What follows belongs to an exercise in optimizing a design on an open flow for small area, a short achievable clock period and few clock cycles per item; a production flow would make more cautious choices. In this exercise RTL edits were held to simulation tests only and were not proved equivalent to the original.

Setup of birch:
==> flow/design.v (excerpt) <==
module jntub_core (
    input  wire        clk,
    input  wire        rst,
    input  wire        in_valid,
    output wire        in_ready,
    input  wire [31:0] in_time,
    input  wire [9:0]  in_mode,
    input  wire [9:0]  in_rate,
    input  wire [9:0]  in_range,
    input  wire        in_trig,
    output reg         out_valid,
    output wire [7:0]  out_level
);
For scale: ~7800 cells after synthesis, about 470 flip-flops, ~76 I/O pins.
Settings: LEC_CHECK=0, CAP_MARGIN=20, CORE_MARGIN=2, CORE_UTILIZATION=60, PLACE_DENSITY=0.7, SETUP_SLACK_MARGIN=3, SLEW_MARGIN=20; clock period 14.0 ns.
run.sh (not shown) runs the stock make flow with config.mk's settings and CLKGATE_MAP_FILE= SYNTH_SCRIPT=/design/flow/synth_recipe.tcl, a recipe that flattens the netlist after the stock synthesis.
Testbench counts of birch, summed over its fixed seeds: cycles 24,422, frames 20,000.
The inputs of oak differ from those of birch as listed below.
-- flow/design.v --
<<< birch, line 94
    localparam DK = 3;        
    reg  sl_mod, sl_div;      
    reg  sl_mul;              
    reg  rp;                  
    assign in_ready = !(sl_mod || sl_div || sl_mul || rp);
    wire acc = in_valid && in_ready;
    wire [1:0] m_idx, m1;
>>> oak, line 94
    localparam DK = 3;        
    reg  sl_mod, sl_div;      
    reg  rp;                  
    assign in_ready = !(sl_mod || sl_div || rp);
    wire acc = in_valid && in_ready;
    wire [1:0] m_idx, m1;
<<< birch, line 280
    wire        rt   = aux[3];
    wire [2:0]  rr   = aux[2:0];
    reg  [31:0] pn_a;
    reg         d2_slow, d3_slow;
    reg  [2:0]  d3_den;
    always @(*) begin
        d2_slow = 1'b0;
        d3_slow = 1'b0;
        d3_den = 3'd0;
>>> oak, line 279
    wire        rt   = aux[3];
    wire [2:0]  rr   = aux[2:0];
    reg  [31:0] pn_a, pn_b;
    reg         d3_slow;
    reg  [2:0]  d3_den;
    always @(*) begin
        pn_b = 32'd0;
        d3_slow = 1'b0;
        d3_den = 3'd0;
<<< birch, line 293
                    3'd0: pn_a = est;
                    3'd1: pn_a = est << 1;
                    3'd3: pn_a = est << 2;
                    3'd7: pn_a = est << 3;
                    default: begin pn_a = 32'd0; d2_slow = 1'b1; end
                endcase
            end
>>> oak, line 292
                    3'd0: pn_a = est;
                    3'd1: pn_a = est << 1;
                    3'd2: begin pn_a = est << 1; pn_b = est; end
                    3'd3: pn_a = est << 2;
                    3'd4: begin pn_a = est << 2; pn_b = est; end
                    3'd5: begin pn_a = est << 2; pn_b = est << 1; end
                    3'd6: begin pn_a = est << 3; pn_b = ~est + 32'd1; end
                    default: pn_a = est << 3;
                endcase
            end
<<< birch, line 315
        end
    end
    wire [31:0] pnew = pn_a;
    reg  [31:0] pm_a, pm_b;
    always @(*) begin
        case (dr_idx)
            3'd2:    begin pm_a = dv_r << 1; pm_b = dv_r; end
            3'd4:    begin pm_a = dv_r << 2; pm_b = dv_r; end
            3'd5:    begin pm_a = dv_r << 2; pm_b = dv_r << 1; end
            default: begin pm_a = dv_r << 3; pm_b = ~dv_r + 32'd1; end
        endcase
    end
    wire [31:0] pmul = pm_a + pm_b;
    wire        div_go = m[1] && m[0] && erise && d3_slow && (est >= {29'd0, d3_den});
    wire start_mod = go && !fast_ok;
    wire start_div = go && fast_ok && div_go;
    wire mul_go    = (m == 2'd2) && erise && d2_slow;
    wire start_mul = go && fast_ok && mul_go;
    wire commit    = go && fast_ok;
    wire        prev_n = upd ? st_o : prev_o;
>>> oak, line 317
        end
    end
    wire [31:0] pnew = pn_a + pn_b;
    wire        div_go = m[1] && m[0] && erise && d3_slow && (est >= {29'd0, d3_den});
    wire start_mod = go && !fast_ok;
    wire start_div = go && fast_ok && div_go;
    wire commit    = go && fast_ok;
    wire        prev_n = upd ? st_o : prev_o;
<<< birch, line 395
            last2 <= 32'd0; last3 <= 32'd0;
            lvl <= 1'b0; out_valid <= 1'b0;
            sl_mod <= 1'b0; sl_div <= 1'b0; sl_mul <= 1'b0; rp <= 1'b0;
        end else begin
            out_valid <= (commit && !div_go && !mul_go) || ((sl_mod || sl_div) && dv_last) || sl_mul;
            rp <= acc && replay;
            if (go) begin
>>> oak, line 385
            last2 <= 32'd0; last3 <= 32'd0;
            lvl <= 1'b0; out_valid <= 1'b0;
            sl_mod <= 1'b0; sl_div <= 1'b0; rp <= 1'b0;
        end else begin
            out_valid <= (commit && !div_go) || ((sl_mod || sl_div) && dv_last);
            rp <= acc && replay;
            if (go) begin
<<< birch, line 407
            if (commit) begin
                ph[m] <= ph_n;
                if (!div_go && !mul_go)
                    lvl <= run_n && !ph_n;
                case (m)
>>> oak, line 397
            if (commit) begin
                ph[m] <= ph_n;
                if (!div_go)
                    lvl <= run_n && !ph_n;
                case (m)
<<< birch, line 437
                    if (f_fall) gates <= f_stop ? 3'd0 : gates + 3'd1;
                end
            end
            sl_mul <= start_mul;
            if (sl_mul) begin
                per2 <= pmul;
                lvl  <= 1'b1;
            end
            if (sl_div && dv_last)
>>> oak, line 427
                    if (f_fall) gates <= f_stop ? 3'd0 : gates + 3'd1;
                end
            end
            if (sl_div && dv_last)
==> results.txt <==
Between birch and oak, the flip-flop and latch count does not differ in any meaningful way. In the flow results for oak and birch, the initial antenna violation count is smaller on oak. Comparing wire length on met2 for oak and birch, the smaller number came from birch. Of oak and birch, the run reporting the higher well tap count was birch. Re utilization of the core after routing: oak is 1.6 points up on birch. [oak] placed wire-length estimate after detailed placement fell 11000 um relative to birch. Count of plain and timing-repair buffers: oak > birch. Side by side, setup slack turned out higher in oak than in birch. The met1 routed wirelength after detailed routing in birch is 1.08 times that in oak. For birch, the capture point of the worst path was rise1[31], unlike oak, where it was per3[31]. Going from birch to oak, the critical path depth was found to have gone down by about 9%.
Testbench counts of oak, summed over its fixed seeds: cycles 24,357, frames 20,000.

==> what the ideal ports hide <==
The flow's constraints put no driver on any port. The routed layouts listed below were extracted and timed again, unchanged, in two steps.
Step 1 (the two cells are an assumption about what drives the block):
set clk [get_ports {clk}]
set_driving_cell -lib_cell sky130_fd_sc_hd__clkbuf_16 $clk
set_driving_cell -lib_cell sky130_fd_sc_hd__buf_2 [delete_from_list [all_inputs] $clk]
Step 2 adds t to the input delays and takes it off the output delays; t is the mean of the earliest and latest rising clock arrival at the registers after step 1. Input paths then give back, and output paths get back, about the clock's delay inside the block.
Three values: no drivers, after step 1, after step 2; two values: the first two.
| run | shift t [ns] | setup slack, ns | worst setup path at the end | worst data-port slew with drivers (ns) | pins driven straight from the clock port |
|---|---|---|---|---|---|
| birch | 0.734 | 3.069 / 3.116 / 2.381 | input to register | 0.10 | 1 |
| oak | 0.724 | 3.073 / 3.131 / 2.407 | input to register | 0.08 | 1 |
After both steps setup and hold are still met in every run listed. For birch, which loses most, drivers alone change the setup slack by +0.047 ns; drivers and shift together by -0.688 ns.
